This design comes from an exercise in tuning for small area, a short achievable clock period and few clock cycles on the open sky130 flow, not from production work.
At most, simulation tests tie the RTL to the original design; equivalence was not proved.
Power and IR drop assume default switching activity.

Setup of JK:
==> flow/design.v (excerpt) <==
module chillhub_rx (
    input  wire        clk,
    input  wire        rst,
    input  wire        in_valid,
    output wire        in_ready,
    input  wire [1:0]  in_op,       
    input  wire [7:0]  in_data,     
    input  wire [1:0]  in_class,    
    input  wire [15:0] in_cb,       
    output reg         ev_valid,
    output reg  [1:0]  ev_type,     
    output reg  [15:0] ev_cb,
    output wire [1:0]  ev_class,
    output wire [7:0]  ev_symbol,
    output wire [2:0]  ev_kind,
    output wire [7:0]  ev_len,
    output reg  [7:0]  ev_data,
    output reg  [2:0]  ev_code
);
clock: 5.0 ns
lec_check: 0
abc_area: 1
cap_margin: 20
core_margin: 2
core_utilization: 70
cts_buf_list: sky130_fd_sc_hd__clkbuf_8
cts_cluster_diameter: 50
cts_cluster_size: 15
place_density: 0.82
setup_slack_margin: 2.5
slew_margin: 20
run.sh (not shown) runs the stock make flow with config.mk's settings and CLKGATE_MAP_FILE= SYNTH_SCRIPT=/design/flow/synth_recipe.tcl, a recipe that flattens the netlist after the stock synthesis.
Testbench counts of JK, summed over its fixed seeds: cycles 14,173.
Inputs modified between JK and MS:
--- a/flow/design.v
+++ b/flow/design.v
@@ -32,24 +32,22 @@
     reg [1:0]       q_c;
     reg [15:0]      q_cb;
     reg             q_esc;        
     reg             q_stx;        
     reg             q_lo;         
     reg [SLOTS-1:0] q_key;        
     reg [SLOTS-1:0] m_key;        
     reg             rdy;          
     reg        st_stx, st_len, st_pay, st_hi, st_lo;
     reg        esc;
     reg [5:0]  k;             
-    reg [7:0]  k_row;         
-    reg [7:0]  k_col;         
     reg [5:0]  rem;           
     reg [13:0] sum;           
     reg        hi_ok;         
     reg [7:0]  pbuf [3:61];   
     reg        m_alarm;       
     reg        m_time;        
     reg [1:0]  m_cls;
     reg [7:0]  m_sym;
     reg [2:0]  m_kind;
     reg        m_dt_bad;      
     reg [2:0]  m_need;        
@@ -165,23 +163,23 @@
         rd_byte = 8'd0;
         for (i = 3; i <= 61; i = i + 1)
             rd_byte = rd_byte | (pbuf[i] & {8{rd_row[i / 8] & rd_col[i % 8]}});
     end
     always @(posedge clk) begin
         ev_cb     <= hit_cb;
         m_key     <= m_key_n;
         ev_data <= rd_byte;
         ev_type <= busy ? 2'd1 : dispatch ? 2'd0 : 2'd2;
         ev_code <= !fin_lit ? DG_FULL : cs_ok ? DG_UNKNOWN : DG_CHECKSUM;
         for (i = 3; i <= 61; i = i + 1)
-            if (k_row[i / 8] && k_col[i % 8])
+            if (k == i)
                 pbuf[i] <= q_d;
         if (dispatch) begin
             rd_row <= 8'b0000_0001;
             rd_col <= m_alarm ? 8'b0001_0000 : 8'b0000_1000;
         end else begin
             rd_col <= {rd_col[6:0], rd_col[7]};
             if (rd_col[7])
                 rd_row <= {rd_row[6:0], rd_row[7]};
         end
     end
     wire [5:0] n = k - 6'd3;
@@ -242,54 +240,47 @@
                 if ((is_rem && hit[i]) || (dispatch && m_time && mhit[i]))
                     slot_used[i] <= 1'b0;
             end
             if (q_v && q_byte && !stall) begin
                 if (st_stx) begin
                     if (q_stx)
                         esc <= 1'b0;
                 end else begin
                     esc <= q_esc && !esc;
                 end
             end
-            if (len_lit) begin
-                k     <= 6'd0;
-                k_row <= 8'd1;
-                k_col <= 8'd1;
-            end
-            if (pay_lit || hi_lit || fin_lit) begin
-                k     <= k + 6'd1;
-                k_col <= {k_col[6:0], k_col[7]};
-                if (k_col[7])
-                    k_row <= {k_row[6:0], k_row[7]};
-            end
+            if (len_lit)
+                k <= 6'd0;
+            if (pay_lit || hi_lit || fin_lit)
+                k <= k + 6'd1;
             if (hi_lit)
                 hi_ok <= (q_d == {2'b00, sum[13:8]});
             if (pay_lit) begin
-                if (k_row[0] && k_col[1]) begin
+                if (k == 6'd1) begin
                     m_alarm <= (q_d == 8'h05);
                     m_time  <= (q_d == 8'h07);
                     m_cls   <= (q_d == 8'h05) ? C_ALARM :
                                (q_d == 8'h07) ? C_TIME  :
                                (q_d <= 8'h4F) ? C_FRIDGE : C_CLOUD;
                     m_sym   <= (q_d == 8'h07) ? 8'h00 : q_d;
                 end
-                if (k_row[0] && k_col[2]) begin
+                if (k == 6'd2) begin
                     m_dt_bad <= 1'b0;
                     case (q_d)
                         8'h03:   begin m_kind <= K_U8;     m_need <= 3'd1; end
                         8'h09:   begin m_kind <= K_BOOL;   m_need <= 3'd1; end
                         8'h05:   begin m_kind <= K_U16;    m_need <= 3'd2; end
                         8'h07:   begin m_kind <= K_U32;    m_need <= 3'd4; end
                         8'h02:   begin m_kind <= K_STRING; m_need <= 3'd0; end
                         default: begin m_kind <= K_U8;     m_need <= 3'd1; m_dt_bad <= 1'b1; end
                     endcase
                     if (m_alarm || m_time) begin
                         m_kind <= K_TIME4;
                         m_need <= 3'd4;
                     end
                 end
-                if (k_row[0] && k_col[3] && m_alarm)
+                if (k == 6'd3 && m_alarm)
                     m_sym <= q_d;
             end
         end
     end
 endmodule
## What came out
- | non-clock buffer instance count of the final layout | MS vs JK | 25 higher |
- Post-route fraction of the period consumed by the critical path in MS is 0.77 points lower than in JK
- In MS relative to JK, cell count after synthesis had gone down by a few percent.
- rd_col[4] as the beginning of the critical path was reported by JK, and rd_col[0] by MS.
- Setup slack after layout: lower on JK
- Buffers inserted during post-CTS setup optimization, MS vs JK: up by more than 10%
- MS against JK: final worst hold slack went up by 3.4 ps, total area of multi-input combinational cells roughly the same, power saw a decrease.
- Transition time at the pin with the least slew margin on MS is up relative to JK.
- Power consumed by the clock network, MS vs JK: down by a few percent
- MS vs JK: full die area down by a few percent
Testbench counts of MS, summed over its fixed seeds: cycles 14,173.

* * *

xenon:
The RTL this note starts from:
==> flow/design.v <==
module chillhub_rx (
    input  wire        clk,
    input  wire        rst,
    input  wire        in_valid,
    output wire        in_ready,
    input  wire [1:0]  in_op,       
    input  wire [7:0]  in_data,     
    input  wire [1:0]  in_class,    
    input  wire [15:0] in_cb,       
    output reg         ev_valid,
    output reg  [1:0]  ev_type,     
    output reg  [15:0] ev_cb,
    output wire [1:0]  ev_class,
    output wire [7:0]  ev_symbol,
    output wire [2:0]  ev_kind,
    output wire [7:0]  ev_len,
    output reg  [7:0]  ev_data,
    output reg  [2:0]  ev_code
);
    localparam SLOTS  = 10;
    localparam [7:0] STX = 8'hFF;
    localparam [7:0] ESC = 8'hFE;
    localparam [1:0] C_FRIDGE = 2'd0, C_ALARM = 2'd1, C_TIME = 2'd2, C_CLOUD = 2'd3;
    localparam [2:0] K_U8 = 3'd0, K_BOOL = 3'd1, K_U16 = 3'd2, K_U32 = 3'd3,
                     K_STRING = 3'd4, K_TIME4 = 3'd5;
    localparam [2:0] DG_CHECKSUM = 3'd2, DG_UNKNOWN = 3'd3, DG_FULL = 3'd4;
    localparam [1:0] OP_BYTE = 2'd0, OP_REG = 2'd1, OP_REMOVE = 2'd2;
    integer i;
    reg             q_v;
    reg             q_byte, q_reg, q_rem;     
    reg [7:0]       q_d;
    reg [1:0]       q_c;
    reg [15:0]      q_cb;
    reg             q_esc;        
    reg             q_stx;        
    reg             q_lo;         
    reg [SLOTS-1:0] q_key;        
    reg [SLOTS-1:0] m_key;        
    reg             rdy;          
    reg        st_stx, st_len, st_pay, st_hi, st_lo;
    reg        esc;
    reg [5:0]  k;             
    reg [7:0]  k_row;         
    reg [7:0]  k_col;         
    reg [5:0]  rem;           
    reg [13:0] sum;           
    reg        hi_ok;         
    reg [7:0]  pbuf [3:61];   
    reg        m_alarm;       
    reg        m_time;        
    reg [1:0]  m_cls;
    reg [7:0]  m_sym;
    reg [2:0]  m_kind;
    reg        m_dt_bad;      
    reg [2:0]  m_need;        
    reg        m_drop;        
    reg [5:0]  m_len;         
    reg [7:0]  rd_row;
    reg [7:0]  rd_col;
    reg [5:0]  left;
    reg        last;          
    reg        busy;          
    reg              slot_used [0:SLOTS-1];
    reg [7:0]        slot_sym  [0:SLOTS-1];
    reg [1:0]        slot_cls  [0:SLOTS-1];
    reg [15:0]       slot_cb   [0:SLOTS-1];
    reg [SLOTS-1:0] hit;          
    reg [SLOTS-1:0] mhit;         
    reg [SLOTS-1:0] first_free;
    reg full;
    reg any_hit;
    reg any_mhit;
    reg seen_free;
    reg [15:0] hit_cb;
    reg        one_free;      
    always @(*) begin
        full      = 1'b1;
        any_hit   = 1'b0;
        any_mhit  = 1'b0;
        seen_free = 1'b0;
        hit_cb    = 16'd0;
        one_free  = 1'b0;
        for (i = 0; i < SLOTS; i = i + 1) begin
            hit[i]        = q_key[i] && slot_used[i];
            mhit[i]       = m_key[i] && slot_used[i];
            full          = full & slot_used[i];
            any_hit       = any_hit | hit[i];
            any_mhit      = any_mhit | mhit[i];
            hit_cb        = hit_cb | (slot_cb[i] & {16{mhit[i]}});
            first_free[i] = !slot_used[i] && !seen_free;
            one_free      = (one_free & slot_used[i]) | first_free[i];
            seen_free     = seen_free | !slot_used[i];
        end
    end
    wire is_lit   = q_v && q_byte && !(q_esc && !esc);
    wire pay_lit  = is_lit && st_pay;
    wire hi_lit   = is_lit && st_hi;
    wire fin_lit  = is_lit && st_lo && !busy;
    wire len_lit  = is_lit && st_len;
    wire stx_byte = q_v && q_byte && st_stx && q_stx;
    wire is_reg   = q_v && q_reg && !(busy && full);
    wire is_rem   = q_v && q_rem;
    wire stall    = busy && ((q_byte && st_lo) || (q_reg && full));
    wire go       = q_v && !stall;
    wire cs_ok    = hi_ok && q_lo;
    wire dispatch = fin_lit && cs_ok && !m_drop && any_mhit;
    wire diag     = (fin_lit && !(cs_ok && !m_drop && !any_mhit)) ||
                    (is_reg && full && !any_hit);
    wire busy_n = busy ? !last : (dispatch && m_len != 6'd0);
    wire len_ok = (q_d <= 8'd62);
    wire [5:0] rem_n = len_lit ? q_d[5:0] + 6'd1 : (pay_lit || hi_lit) ? rem - 6'd1 : rem;
    wire st_pay_n = len_lit ? (len_ok && q_d != 8'd0) :
                    pay_lit ? (rem != 6'd2) : st_pay;
    wire st_hi_n  = len_lit ? (q_d == 8'd0) :
                    pay_lit ? (rem == 6'd2) : (hi_lit ? 1'b0 : st_hi);
    wire st_lo_n  = hi_lit ? 1'b1 : (is_lit && st_lo && !busy) ? 1'b0 : st_lo;
    wire st_len_n = stx_byte ? 1'b1 : len_lit ? 1'b0 : st_len;
    wire st_stx_n = (len_lit && !len_ok) || fin_lit ? 1'b1 : stx_byte ? 1'b0 : st_stx;
    wire [13:0] sum_n = len_lit ? 14'd42 : pay_lit ? sum + {6'd0, q_d} : sum;
    wire q_v_n    = rdy ? in_valid : (q_v && !go);
    wire q_byte_n = rdy ? (in_op == OP_BYTE) : q_byte;
    wire q_reg_n  = rdy ? (in_op == OP_REG) : q_reg;
    wire full_n  = (full && !(is_rem && any_hit)) || (one_free && is_reg && !any_hit);
    wire stall_n = busy_n && ((q_byte_n && st_lo_n) || (q_reg_n && full_n));
    wire in_is_q = (in_data == q_d) && (in_class == q_c);
    wire m_is_q  = (m_sym == q_d) && (m_cls == q_c);
    reg [SLOTS-1:0] in_key, m_key_n;
    always @(*) begin
        for (i = 0; i < SLOTS; i = i + 1) begin
            in_key[i]  = (is_reg && first_free[i]) ? in_is_q :
                         (slot_sym[i] == in_data && slot_cls[i] == in_class);
            m_key_n[i] = (is_reg && first_free[i]) ? m_is_q :
                         (slot_sym[i] == m_sym && slot_cls[i] == m_cls);
        end
    end
    wire rdy_n = !q_v_n || !stall_n;
    assign in_ready = rdy;
    always @(posedge clk) begin
        if (rst) begin
            q_v <= 1'b0;
            rdy <= 1'b1;
        end else begin
            q_v <= q_v_n;
            rdy <= rdy_n;
        end
        if (rdy) begin
            q_byte <= (in_op == OP_BYTE);
            q_reg  <= (in_op == OP_REG);
            q_rem  <= (in_op == OP_REMOVE);
            q_d    <= in_data;
            q_c    <= in_class;
            q_cb   <= in_cb;
            q_esc  <= (in_data == ESC);
            q_stx  <= (in_data == STX);
            q_lo   <= (in_data == sum_n[7:0]);
            q_key  <= in_key;
        end
    end
    assign ev_class  = m_cls;
    assign ev_symbol = m_sym;
    assign ev_kind   = m_kind;
    assign ev_len    = {2'b00, m_len};
    reg [7:0] rd_byte;
    always @(*) begin
        rd_byte = 8'd0;
        for (i = 3; i <= 61; i = i + 1)
            rd_byte = rd_byte | (pbuf[i] & {8{rd_row[i / 8] & rd_col[i % 8]}});
    end
    always @(posedge clk) begin
        ev_cb     <= hit_cb;
        m_key     <= m_key_n;
        ev_data <= rd_byte;
        ev_type <= busy ? 2'd1 : dispatch ? 2'd0 : 2'd2;
        ev_code <= !fin_lit ? DG_FULL : cs_ok ? DG_UNKNOWN : DG_CHECKSUM;
        for (i = 3; i <= 61; i = i + 1)
            if (k_row[i / 8] && k_col[i % 8])
                pbuf[i] <= q_d;
        if (dispatch) begin
            rd_row <= 8'b0000_0001;
            rd_col <= m_alarm ? 8'b0001_0000 : 8'b0000_1000;
        end else begin
            rd_col <= {rd_col[6:0], rd_col[7]};
            if (rd_col[7])
                rd_row <= {rd_row[6:0], rd_row[7]};
        end
    end
    wire [5:0] n = k - 6'd3;
    always @(posedge clk) begin
        if (hi_lit) begin
            m_len  <= {3'd0, m_need};
            if (k < 6'd3)
                m_drop <= 1'b1;
            else if (m_alarm)
                m_drop <= k < 6'd8;
            else if (m_time)
                m_drop <= k < 6'd7;
            else if (m_kind == K_STRING) begin
                m_drop <= 1'b0;
                m_len  <= n;
            end else
                m_drop <= m_dt_bad || (n < {3'd0, m_need});
        end
    end
    always @(posedge clk) begin
        if (rst) begin
            st_stx   <= 1'b1;
            st_len   <= 1'b0;
            st_pay   <= 1'b0;
            st_hi    <= 1'b0;
            st_lo    <= 1'b0;
            esc      <= 1'b0;
            ev_valid <= 1'b0;
            busy     <= 1'b0;
            for (i = 0; i < SLOTS; i = i + 1)
                slot_used[i] <= 1'b0;
        end else begin
            ev_valid <= busy || diag;
            busy     <= busy_n;
            st_stx   <= st_stx_n;
            st_len   <= st_len_n;
            st_pay   <= st_pay_n;
            st_hi    <= st_hi_n;
            st_lo    <= st_lo_n;
            rem      <= rem_n;
            sum      <= sum_n;
            if (dispatch) begin
                left <= m_len;
                last <= (m_len == 6'd1);
            end else if (busy) begin
                left <= left - 6'd1;
                last <= (left == 6'd2);
            end
            for (i = 0; i < SLOTS; i = i + 1) begin
                if (is_reg && first_free[i]) begin
                    slot_sym[i] <= q_d;
                    slot_cls[i] <= q_c;
                    if (!any_hit)
                        slot_used[i] <= 1'b1;
                end
                if (is_reg && (hit[i] || first_free[i]))
                    slot_cb[i] <= q_cb;
                if ((is_rem && hit[i]) || (dispatch && m_time && mhit[i]))
                    slot_used[i] <= 1'b0;
            end
            if (q_v && q_byte && !stall) begin
                if (st_stx) begin
                    if (q_stx)
                        esc <= 1'b0;
                end else begin
                    esc <= q_esc && !esc;
                end
            end
            if (len_lit) begin
                k     <= 6'd0;
                k_row <= 8'd1;
                k_col <= 8'd1;
            end
            if (pay_lit || hi_lit || fin_lit) begin
                k     <= k + 6'd1;
                k_col <= {k_col[6:0], k_col[7]};
                if (k_col[7])
                    k_row <= {k_row[6:0], k_row[7]};
            end
            if (hi_lit)
                hi_ok <= (q_d == {2'b00, sum[13:8]});
            if (pay_lit) begin
                if (k_row[0] && k_col[1]) begin
                    m_alarm <= (q_d == 8'h05);
                    m_time  <= (q_d == 8'h07);
                    m_cls   <= (q_d == 8'h05) ? C_ALARM :
                               (q_d == 8'h07) ? C_TIME  :
                               (q_d <= 8'h4F) ? C_FRIDGE : C_CLOUD;
                    m_sym   <= (q_d == 8'h07) ? 8'h00 : q_d;
                end
                if (k_row[0] && k_col[2]) begin
                    m_dt_bad <= 1'b0;
                    case (q_d)
                        8'h03:   begin m_kind <= K_U8;     m_need <= 3'd1; end
                        8'h09:   begin m_kind <= K_BOOL;   m_need <= 3'd1; end
                        8'h05:   begin m_kind <= K_U16;    m_need <= 3'd2; end
                        8'h07:   begin m_kind <= K_U32;    m_need <= 3'd4; end
                        8'h02:   begin m_kind <= K_STRING; m_need <= 3'd0; end
                        default: begin m_kind <= K_U8;     m_need <= 3'd1; m_dt_bad <= 1'b1; end
                    endcase
                    if (m_alarm || m_time) begin
                        m_kind <= K_TIME4;
                        m_need <= 3'd4;
                    end
                end
                if (k_row[0] && k_col[3] && m_alarm)
                    m_sym <= q_d;
            end
        end
    end
endmodule
Settings: LEC_CHECK=0, ABC_AREA=1, CAP_MARGIN=20, CORE_MARGIN=2, CORE_UTILIZATION=55, CTS_BUF_LIST=sky130_fd_sc_hd__clkbuf_8, CTS_CLUSTER_DIAMETER=50, CTS_CLUSTER_SIZE=15, PLACE_DENSITY=0.7, SETUP_SLACK_MARGIN=2.6, SLEW_MARGIN=20; clock period 5.0 ns.
Testbench counts of xenon, summed over its fixed seeds: cycles 14,173.
--- input diff xenon..sierra ---
--- a/flow/design.v
+++ b/flow/design.v
@@ -8,13 +8,13 @@
     input  wire [1:0]  in_class,    
     input  wire [15:0] in_cb,       
     output reg         ev_valid,
     output reg  [1:0]  ev_type,     
     output reg  [15:0] ev_cb,
-    output wire [1:0]  ev_class,
-    output wire [7:0]  ev_symbol,
-    output wire [2:0]  ev_kind,
+    output reg  [1:0]  ev_class,
+    output reg  [7:0]  ev_symbol,
+    output reg  [2:0]  ev_kind,
     output wire [7:0]  ev_len,
     output reg  [7:0]  ev_data,
     output reg  [2:0]  ev_code
 );
     localparam SLOTS  = 10;
@@ -154,22 +154,24 @@
             q_stx  <= (in_data == STX);
             q_lo   <= (in_data == sum_n[7:0]);
             q_key  <= in_key;
         end
     end
-    assign ev_class  = m_cls;
-    assign ev_symbol = m_sym;
-    assign ev_kind   = m_kind;
-    assign ev_len    = {2'b00, m_len};
+    reg [5:0] hdr_len;
+    assign ev_len = {2'b00, hdr_len};
     reg [7:0] rd_byte;
     always @(*) begin
         rd_byte = 8'd0;
         for (i = 3; i <= 61; i = i + 1)
             rd_byte = rd_byte | (pbuf[i] & {8{rd_row[i / 8] & rd_col[i % 8]}});
     end
     always @(posedge clk) begin
         ev_cb     <= hit_cb;
+        ev_class  <= m_cls;
+        ev_symbol <= m_sym;
+        ev_kind   <= m_kind;
+        hdr_len   <= m_len;
         m_key     <= m_key_n;
         ev_data <= rd_byte;
         ev_type <= busy ? 2'd1 : dispatch ? 2'd0 : 2'd2;
         ev_code <= !fin_lit ? DG_FULL : cs_ok ? DG_UNKNOWN : DG_CHECKSUM;
         for (i = 3; i <= 61; i = i + 1)
The run showing the smaller count of clock-net buffers in the final layout is xenon. sierra ends up with a total number of vias that is about 0.5% lower than in xenon. On number of nets at the end of the flow, sierra and xenon are basically level. xenon → sierra: fmax fell about 3.3%, clock insertion delay at the later pin of the skew report about even, number of global-route vias before repair fell about 3%, slew at the pin with the worst max-slew slack rose 21 ps. Share of cells above drive strength 1 is higher on xenon. In the reports for sierra and xenon, the larger post-route total power belongs to sierra. Measured against each other, sierra and xenon differ in internal power, the higher figure coming from sierra. Final cell count: sierra and xenon compared, lower one is xenon.
Function not checked in sierra: the RTL went through the layout flow alone.

re-timing with driven ports:
The flow's constraints put no driver on any port. The routed layouts listed below were extracted and timed again, unchanged, in two steps.
Step 1 sets driving cells, clkbuf_16 on the clock port and buf_2 on the other inputs (assumed; they add their load-dependent delay and slew).
Step 2 moves the port delays by t, midway between the first and last clock arrival at a register: inputs arrive t later, outputs are due t later. That takes back most of the time a late clock gives input paths.
a / b / c = no drivers / after step 1 / after step 2; a / b = the first two.
run	shift t [ns]	slack for setup (ns)	worst data-port slew with drivers (ns)
JK	0.760	2.384 / 2.384 / 1.843	0.05
MS	0.761	2.422 / 2.422 / 1.816	0.05
xenon	0.781	2.541 / 2.516 / 1.822	0.04
sierra	0.781	2.456 / 2.456 / 1.918	0.04
After both steps every run listed still meets setup and hold. For xenon, which loses most, drivers alone change the setup slack by -0.025 ns; drivers and shift together by -0.719 ns.
